What follows belongs to an exercise in optimizing a design on an open flow for small area, a short achievable clock period and few clock cycles per item; a production flow would make more cautious choices.
Function was checked by simulation only, so behaviour that the tests miss may differ from the original.
Power and IR drop assume default switching activity.

--- flow/run.sh ---
#!/bin/bash
# synth_recipe.tcl (not shown) runs the flow's synth.tcl, then flattens the netlist and writes it again
# the make line also repeats each setting of config.mk as NAME=value (left out here)
make -C /OpenROAD-flow-scripts/flow DESIGN_CONFIG=/design/flow/config.mk WORK_HOME=/design/flow/orfs CLKGATE_MAP_FILE= SYNTH_SCRIPT=/design/flow/synth_recipe.tcl finish
--- flow/config.mk ---
export PLATFORM = sky130hd
export DESIGN_NAME = fsb_conv
export DESIGN_NICKNAME = fsb_conv
export VERILOG_FILES = /design/flow/design.v
export SDC_FILE = /design/flow/constraint.sdc
export NUM_CORES = 4
export LEC_CHECK = 0
export CAP_MARGIN = 20
export CORE_MARGIN = 2
export CORE_UTILIZATION = 40
export PLACE_DENSITY = 0.6
export SLEW_MARGIN = 20
--- flow/constraint.sdc ---
create_clock -name core_clock -period 10.0 [get_ports {clk}]
set_input_delay 2.0000 -clock core_clock [delete_from_list [all_inputs] [get_ports {clk}]]
set_output_delay 2.0000 -clock core_clock [all_outputs]
set_load 0.01 [all_outputs]
--- flow/design.v ---
module fsb_conv (
    input  wire        clk,
    input  wire        rst,
    input  wire        cmd_valid,
    output wire        cmd_ready,
    input  wire [2:0]  cmd_from,
    input  wire [2:0]  cmd_to,
    input  wire [31:0] cmd_len,
    input  wire        cmd_query,
    input  wire        cmd_pad_sign,
    input  wire        in_valid,
    output wire        in_ready,
    input  wire [7:0]  in_data,
    output wire        out_valid,
    input  wire        out_ready,
    output wire [7:0]  out_data,
    output wire        out_last,
    output wire        rsp_valid,
    input  wire        rsp_ready,
    output wire [3:0]  rsp_status,
    output wire [31:0] rsp_len
);
    localparam [3:0] ST_OK          = 4'd0;
    localparam [3:0] ST_UNSUPPORTED = 4'd4;
    localparam [3:0] ST_BAD_LENGTH  = 4'd5;
    localparam [1:0] CORE_COPY = 2'd0;
    localparam [1:0] CORE_EXP  = 2'd1;
    localparam [1:0] CORE_CON  = 2'd2;
    localparam [1:0] S_IDLE = 2'd0;
    localparam [1:0] S_FILL = 2'd1;
    localparam [1:0] S_EMIT = 2'd2;
    localparam [1:0] S_RESP = 2'd3;
    reg       d_sup, d_pre, d_post;
    reg [1:0] d_core;
    reg [4:0] d_gsz;
    always @* begin
        d_sup  = 1'b1;
        d_pre  = 1'b0;
        d_post = 1'b0;
        d_core = CORE_COPY;
        d_gsz  = 5'd1;
        case ({cmd_from, cmd_to})
            {3'd0, 3'd0}, {3'd1, 3'd1}, {3'd2, 3'd2}, {3'd3, 3'd3},
            {3'd4, 3'd4}, {3'd0, 3'd1}, {3'd1, 3'd0}: begin
                d_gsz = 5'd1;
            end
            {3'd0, 3'd2}, {3'd2, 3'd0}, {3'd1, 3'd2}, {3'd2, 3'd1}: begin
                d_post = 1'b1;
                d_gsz  = 5'd2;
            end
            {3'd0, 3'd3}: begin                        
                d_core = CORE_EXP;
                d_gsz  = 5'd7;
            end
            {3'd0, 3'd4}: begin                        
                d_core = CORE_EXP;
                d_post = 1'b1;
                d_gsz  = 5'd7;
            end
            {3'd3, 3'd0}: begin                        
                d_core = CORE_CON;
                d_gsz  = 5'd8;
            end
            {3'd4, 3'd0}: begin                        
                d_core = CORE_CON;
                d_pre  = 1'b1;
                d_gsz  = 5'd8;
            end
            {3'd2, 3'd3}: begin                        
                d_core = CORE_EXP;
                d_pre  = 1'b1;
                d_gsz  = 5'd14;
            end
            {3'd2, 3'd4}: begin                        
                d_core = CORE_EXP;
                d_pre  = 1'b1;
                d_post = 1'b1;
                d_gsz  = 5'd14;
            end
            {3'd3, 3'd2}: begin                        
                d_core = CORE_CON;
                d_post = 1'b1;
                d_gsz  = 5'd16;
            end
            {3'd4, 3'd2}: begin                        
                d_core = CORE_CON;
                d_pre  = 1'b1;
                d_post = 1'b1;
                d_gsz  = 5'd16;
            end
            default: d_sup = 1'b0;
        endcase
    end
    wire d_contractive = (cmd_from == 3'd3 || cmd_from == 3'd4) && (cmd_to != cmd_from);
    wire [3:0] d_status = !d_sup                          ? ST_UNSUPPORTED :
                          (d_contractive && cmd_len[0])   ? ST_BAD_LENGTH  :
                                                            ST_OK;
    reg [33:0] ol_a, ol_c, ol_d;
    reg [33:0] ol_con_tail;
    always @* begin
        ol_a = {2'b00, cmd_len};
        if (d_pre)
            ol_a = ol_a + {33'd0, ol_a[0]};
        case (ol_a[2:1])
            2'd0: ol_con_tail = 34'd0;
            2'd1: ol_con_tail = 34'd1;
            2'd2: ol_con_tail = 34'd3;
            default: ol_con_tail = 34'd5;
        endcase
        case (d_core)
            CORE_CON: ol_c = (ol_a >> 3) * 34'd7 + ol_con_tail;
            default:  ol_c = ol_a;
        endcase
        ol_d = ol_c;
        if (d_post)
            ol_d = ol_d + {33'd0, ol_d[0]};
    end
    reg [33:0] div_q;
    reg [2:0]  div_rem;
    reg [5:0]  div_cnt;
    reg        r_exp_len;
    wire [3:0] div_t    = {div_rem, div_q[33]};
    wire       div_ge   = (div_t >= 4'd7);
    wire       div_done = (div_cnt == 6'd0);
    reg [1:0]  state;
    reg        r_pre, r_post, r_pad;
    reg [1:0]  r_core;
    reg [4:0]  r_gsz;
    reg [31:0] remaining;
    reg [3:0]  r_status;
    reg [31:0] r_len;
    reg [7:0]  ib [0:15];
    reg [4:0]  cnt;
    reg [7:0]  ob [0:15];
    reg [4:0]  olen;
    reg [4:0]  oidx;
    reg [7:0]  x_a [0:15];
    reg [7:0]  x_b [0:15];
    reg [7:0]  x_c [0:15];
    reg [7:0]  x_d [0:15];
    reg [4:0]  x_blen, x_clen, x_dlen;
    reg [55:0] x_grp;
    reg [13:0] x_v;
    reg [15:0] x_w;
    integer    i, g;
    always @* begin
        for (i = 0; i < 16; i = i + 1)
            x_a[i] = (i < cnt) ? ib[i] : 8'h00;
        if (r_pre) begin
            for (i = 0; i < 8; i = i + 1) begin
                x_b[2*i]   = x_a[2*i+1];
                x_b[2*i+1] = x_a[2*i];
            end
            x_blen = cnt + {4'd0, cnt[0]};
        end else begin
            for (i = 0; i < 16; i = i + 1)
                x_b[i] = x_a[i];
            x_blen = cnt;
        end
        for (i = 0; i < 16; i = i + 1)
            x_c[i] = 8'h00;
        x_grp = 56'd0;
        x_v   = 14'd0;
        x_w   = 16'd0;
        case (r_core)
            CORE_EXP: begin
                for (g = 0; g < 2; g = g + 1) begin
                    x_grp = {x_b[7*g], x_b[7*g+1], x_b[7*g+2], x_b[7*g+3],
                             x_b[7*g+4], x_b[7*g+5], x_b[7*g+6]};
                    for (i = 0; i < 4; i = i + 1) begin
                        x_v = x_grp[55-14*i -: 14];
                        x_w = {(r_pad & x_v[13]), (r_pad & x_v[13]), x_v};
                        x_c[8*g+2*i]   = x_w[15:8];
                        x_c[8*g+2*i+1] = x_w[7:0];
                    end
                end
                if (x_blen == 5'd0)
                    x_clen = 5'd0;
                else if (x_blen <= 5'd7)
                    x_clen = 5'd8;
                else
                    x_clen = 5'd16;
            end
            CORE_CON: begin
                for (g = 0; g < 2; g = g + 1) begin
                    x_grp = {x_b[8*g][5:0],   x_b[8*g+1],
                             x_b[8*g+2][5:0], x_b[8*g+3],
                             x_b[8*g+4][5:0], x_b[8*g+5],
                             x_b[8*g+6][5:0], x_b[8*g+7]};
                    for (i = 0; i < 7; i = i + 1)
                        x_c[7*g+i] = x_grp[55-8*i -: 8];
                end
                case (x_blen[2:1])
                    2'd0: x_clen = {x_blen[4:3], 3'd0} - {2'd0, x_blen[4:3]};
                    2'd1: x_clen = {x_blen[4:3], 3'd0} - {2'd0, x_blen[4:3]} + 5'd1;
                    2'd2: x_clen = {x_blen[4:3], 3'd0} - {2'd0, x_blen[4:3]} + 5'd3;
                    default: x_clen = {x_blen[4:3], 3'd0} - {2'd0, x_blen[4:3]} + 5'd5;
                endcase
            end
            default: begin
                for (i = 0; i < 16; i = i + 1)
                    x_c[i] = x_b[i];
                x_clen = x_blen;
            end
        endcase
        for (i = 0; i < 16; i = i + 1)
            if (i >= x_clen)
                x_c[i] = 8'h00;
        if (r_post) begin
            for (i = 0; i < 8; i = i + 1) begin
                x_d[2*i]   = x_c[2*i+1];
                x_d[2*i+1] = x_c[2*i];
            end
            x_dlen = x_clen + {4'd0, x_clen[0]};
        end else begin
            for (i = 0; i < 16; i = i + 1)
                x_d[i] = x_c[i];
            x_dlen = x_clen;
        end
    end
    wire group_full = (cnt == r_gsz) || (remaining == 32'd0);
    assign cmd_ready  = (state == S_IDLE);
    assign in_ready   = (state == S_FILL) && !group_full;
    assign out_valid  = (state == S_EMIT);
    assign out_data   = ob[oidx[3:0]];
    assign out_last   = (state == S_EMIT) && (oidx == olen - 5'd1) && (remaining == 32'd0);
    assign rsp_valid  = (state == S_RESP) && div_done;
    assign rsp_status = r_status;
    assign rsp_len    = r_exp_len ? {div_q[28:0], 3'b000} : r_len;
    integer k;
    always @(posedge clk) begin
        if (rst) begin
            state     <= S_IDLE;
            remaining <= 32'd0;
            cnt       <= 5'd0;
            olen      <= 5'd0;
            oidx      <= 5'd0;
            r_status  <= ST_OK;
            r_len     <= 32'd0;
            r_exp_len <= 1'b0;
            div_q     <= 34'd0;
            div_rem   <= 3'd0;
            div_cnt   <= 6'd0;
            r_pre     <= 1'b0;
            r_post    <= 1'b0;
            r_pad     <= 1'b0;
            r_core    <= CORE_COPY;
            r_gsz     <= 5'd1;
        end else begin
            if (!div_done) begin
                div_q   <= {div_q[32:0], div_ge};
                div_rem <= div_ge ? (div_t - 4'd7) : div_t[2:0];
                div_cnt <= div_cnt - 6'd1;
            end
            case (state)
                S_IDLE: begin
                    if (cmd_valid) begin
                        r_pre     <= d_pre;
                        r_post    <= d_post;
                        r_core    <= d_core;
                        r_gsz     <= d_gsz;
                        r_pad     <= cmd_pad_sign;
                        r_status  <= d_status;
                        r_len     <= (d_status == ST_OK) ? ol_d[31:0] : 32'd0;
                        r_exp_len <= (d_status == ST_OK) && (d_core == CORE_EXP);
                        div_q     <= ol_a + 34'd6;
                        div_rem   <= 3'd0;
                        div_cnt   <= (d_status == ST_OK && d_core == CORE_EXP) ? 6'd34 : 6'd0;
                        remaining <= cmd_len;
                        cnt       <= 5'd0;
                        if (d_status != ST_OK || cmd_query || cmd_len == 32'd0)
                            state <= S_RESP;
                        else
                            state <= S_FILL;
                    end
                end
                S_FILL: begin
                    if (group_full) begin
                        for (k = 0; k < 16; k = k + 1)
                            ob[k] <= x_d[k];
                        olen  <= x_dlen;
                        oidx  <= 5'd0;
                        state <= S_EMIT;
                    end else if (in_valid) begin
                        ib[cnt[3:0]] <= in_data;
                        cnt          <= cnt + 5'd1;
                        remaining    <= remaining - 32'd1;
                    end
                end
                S_EMIT: begin
                    if (out_ready) begin
                        if (oidx == olen - 5'd1) begin
                            cnt   <= 5'd0;
                            state <= (remaining == 32'd0) ? S_RESP : S_FILL;
                        end else begin
                            oidx <= oidx + 5'd1;
                        end
                    end
                end
                default: begin
                    if (rsp_ready && div_done)
                        state <= S_IDLE;
                end
            endcase
        end
    end
endmodule
==> results.json <==
{
  "area_growth_pct": 11.87,
  "hpwlAfterDp_um": 73380,
  "power.density_nw_per_um2": 167.8,
  "postLayoutSetupSlackWorst_ns": 1.098,
  "die_h_um": 266.5,
  "dr.first_iter.drc_count": 3405,
  "critPathMaxFanout": 9,
  "p_int_uw": 3345,
  "hold_class": "register to register",
  "ctsHoldBuffers": 0,
  "maxSlewViolCount": 0,
  "clkSinkCount": 392,
  "wl_per_cell_um": 24.23,
  "netlist_area_um2": 27560,
  "p_leak_uw": 0.01048,
  "synth_edf_count": 256,
  "insertion_delay_ns": 0.62,
  "post-cts-setup-buffers": 0,
  "cp_slowest_cell": "clkdlybuf4s50_1",
  "ctsRootBufferMaster": "clkbuf_16",
  "post-place-ws_ns": 0.6052,
  "initial_utilization_pct": 40.32,
  "fin_setup_tns_ns": 0,
  "grt_max_degree": 109,
  "synth_flop_cell": "edfxtp_1",
  "routed_wl_um": 98340,
  "ctsHtreeMaxLevel": 2,
  "grt_util_all_layers_pct": 26.91,
  "syn_avg_cell_area_um2": 8.711,
  "grt_pass1_vias": 23540,
  "yosysSeqAreaShare_pct": 37.77,
  "place_congestion": 0.9221,
  "drive_gt1_share_pct": 7.906,
  "fin_crit_sh_pct": 89.02,
  "skew_ns": 0.02805,
  "ir_drop_uv": 160.3,
  "die-area_um2": 71020,
  "status": "complete, no violations",
  "ant_nets": 0,
  "p_comb_share_pct": 29.9,
  "die_x_um": 266.5,
  "worstPathCellList": "clkdlybuf4s50_1 > ha_1 > nand4_1 > nor2_1 > o211a_1 > nand2_1 > xor2_1 > inv_1 > ha_1 > or2_2 > ha_1 > ha_1 > and2_1 > a221oi_1 > nand3_1 > a2111oi_0 > buf_4 > a22oi_2 > or4_1 > or2_0 > or4_1 > a32o_1",
  "syn_inst": 3164,
  "final_hold_viol_count": 0,
  "io_buffers": 100,
  "numCtsBuffers": 45,
  "async_flop_share_pct": 0,
  "core-area_um2": 68350,
  "endpoint_kind": "register",
  "utilization_pct": 45.11,
  "regArea_um2": 10410,
  "cts_tree": "built",
  "swShare_pct": 35.34,
  "p_switching_uw": 1828,
  "fill_cells": 6518,
  "pwr-share-clk_pct": 33.0,
  "setup.worst_path.start_class": "primary input",
  "viasPerCell": 6.388,
  "min_period_ns": 8.902,
  "vias": 25920,
  "slowest_delay_ns": 0.70,
  "arrival_ns": 9.40,
  "antenna_found_initial": 2,
  "multi_input_comb_area_um2": 15970,
  "yosys_warnings": 6,
  "ctsResizeCount": 0,
  "grt.overflow.total": 0,
  "nets": 3315,
  "power_frac_seq_pct": 37.1,
  "cts.path.max_buffers": 3,
  "rsz0062_at_grt": "false",
  "fmax_mhz": 112.3,
  "synth_cell_type_count": 105,
  "grt_pass1_wl_um": 146800,
  "cpMostUsedCell": "ha_1",
  "setup_viol": 0,
  "max_cap_violations": 0,
  "path_class": "primary input to register",
  "slew_headroom_pct": 23.03,
  "max_slew.worst_pin.slew_ns": 1.155,
  "path_clk_slew_ns": 0.06,
  "critPathRequiredTime_ns": 10.50,
  "cp_num_buf_inv": 3,
  "synth_seq_cells": 392,
  "drt_drc_violations_left": 0,
  "drt_pre_antenna_iters": 8,
  "crit_family": "simple AND/OR/NAND/NOR gates",
  "num_io_pins": 103,
  "core.rowCount": 96
}
## power groups by stage
stage / sequential, uW / clock, uW / combinational [uW]
6_report: 1920 / 1710 / 1550
5_1_grt: 1930 / 1790 / 1700
4_1_cts: 1920 / 1730 / 1530
3_5_place_dp: 1950 / 0 / 1520
3_3_place_gp: 1940 / 0 / 1500
2_1_floorplan: 1920 / 0 / 1050
## cell type report
cell class	instances	share of cell area (%)
Antenna cell	1	0.008117
Clock buffer	57	3.863
Clock inverter	26	1.006
Inverter	77	0.9375
Multi-Input combinational cell	2449	51.79
Sequential cell	392	33.78
Tap cell	882	3.579
Timing Repair Buffer	174	5.040
## synth_stat cells, types with 50 or more instances
cell type	number	share of area, %
dfxtp_1	136	9.9
a221o_1	80	2.9
o22ai_1	112	2.5
o21ai_0	324	5.9
xnor2_1	99	3.1
nor2_1	228	3.1
clkbuf_1	212	2.9
nand2_1	325	4.4
ha_1	110	5.0
nand3_1	180	3.3
xor2_1	50	1.6
inv_1	75	1.0
a21oi_1	158	2.9
edfxtp_1	256	28
## worst paths after layout
path	startpoint	end	slack [ns]	cells past startpoint
worst max-delay path	cmd_len[0]	r_len[29]	1.10	22
worst min-delay path	r_len[1]	r_len[1]	0.46	2
worst max register to register	cnt[0]	ob[11][6]	3.91	15
worst min register to register	r_len[1]	r_len[1]	0.46	2
## worst reg2reg max path, delay by kind of cell (launching register included)
kind / cells / cell delay (ns)
simple gates: 4 / 1.74
xor+xnor: 2 / 0.67
mux: 1 / 0.27
compound gates: 3 / 0.70
fa+ha+maj: 4 / 1.43
buf+inv: 1 / 0.35
flops: 1 / 0.81
## sequential cells by signal (all words and copies together) (netlist names), 6 cells and up
signal and flops:
div_cnt 6, div_q 34, ib 128, ob 128, r_len 32, remaining 32
## per-layer routing
layer / wire length (um) / vias to the layer above / share of wire, % / track usage (%)
met2: 41230 / 1295 / 42 / 38.99
li1: - / 11960 / - / -
met4: 2126 / 0 / 2.2 / 6.377
met5: 0 / - / 0 / 0
met3: 10160 / 132 / 10 / 5.425
met1: 44830 / 12540 / 46 / 40.66
## per-stage QoR
stage / hold WS, ns / area, um2 / cells / power (uW)
after floorplan: 0.4173 / 27560 / 3165 / 2973
after global placement: 0.4353 / 29330 / 3974 / 3444
after detailed placement: 0.4454 / 29330 / 3974 / 3470
after CTS: 0.4587 / 30830 / 4057 / 5170
after global routing: 0.4766 / 30830 / 4057 / 5419
final: 0.4574 / 30830 / 4058 / 5173
## kinds of logic after synthesis
logic type               after synthesis  share of synthesized area [%]
buffers and inverters                324                          4.476
AO/OA/AOI/OAI                       1062                          25.74
flip-flops                           392                          37.77
AND/OR/NAND/NOR                     1029                          17.93
XOR/XNOR                             152                          4.953
other                                  1                        0.01361
adder cells (fa/ha/maj)              128                          6.083
multiplexers                          76                          3.037
## cells in the final DEF, fill, tap and decap left out, types with 15 or more instances in the layout
master,n
a22oi_1,38
mux2i_1,33
mux2_2,41
a22o_1,17
nand3_1,180
or3_1,24
o211ai_1,32
o22ai_1,112
or2_2,20
o2bb2ai_1,23
a31oi_1,23
a221o_1,80
nor2b_1,19
nor3_1,46
buf_4,75
ha_1,108
clkdlybuf4s50_1,99
and3_1,19
clkbuf_16,45
a21oi_1,158
nand2_1,324
a221oi_1,36
a21o_1,26
nand4_1,27
o21ai_0,324
nor2_1,226
edfxtp_1,256
inv_1,73
nor4_1,24
a211oi_1,40
o31ai_1,16
a311oi_1,18
xor2_1,50
dfxtp_1,135
nand2b_1,29
and2_1,15
xnor2_1,99
Testbench counts, summed over its fixed seeds: cycles 111,029, bytes 43,714.

re-timing with driven ports:
The results above use ideal ports. As a check the final layout listed here was re-extracted and re-timed, cells and wires unchanged. Step 1, drivers: a clkbuf_16 drives clk and a buf_2 each remaining input, both assumed. Step 2 moves the port delays by t, midway between the first and last clock arrival at a register: inputs arrive t later, outputs are due t later. That takes back most of the time a late clock gives input paths. Slacks: ideal ports / drivers / drivers and shift; pairs: ideal ports / drivers.
t, ns: 0.663
setup WS [ns]: 1.098 / 1.131 / 0.468
hold slack, ns: 0.457 / 0.457 / 0.457
worst setup path after step 2: input to register
worst slew at a driven data input, ns: 0.05
After both steps setup and hold are still met in this run. For this run, drivers alone change the setup slack by +0.033 ns; drivers and shift together by -0.630 ns.
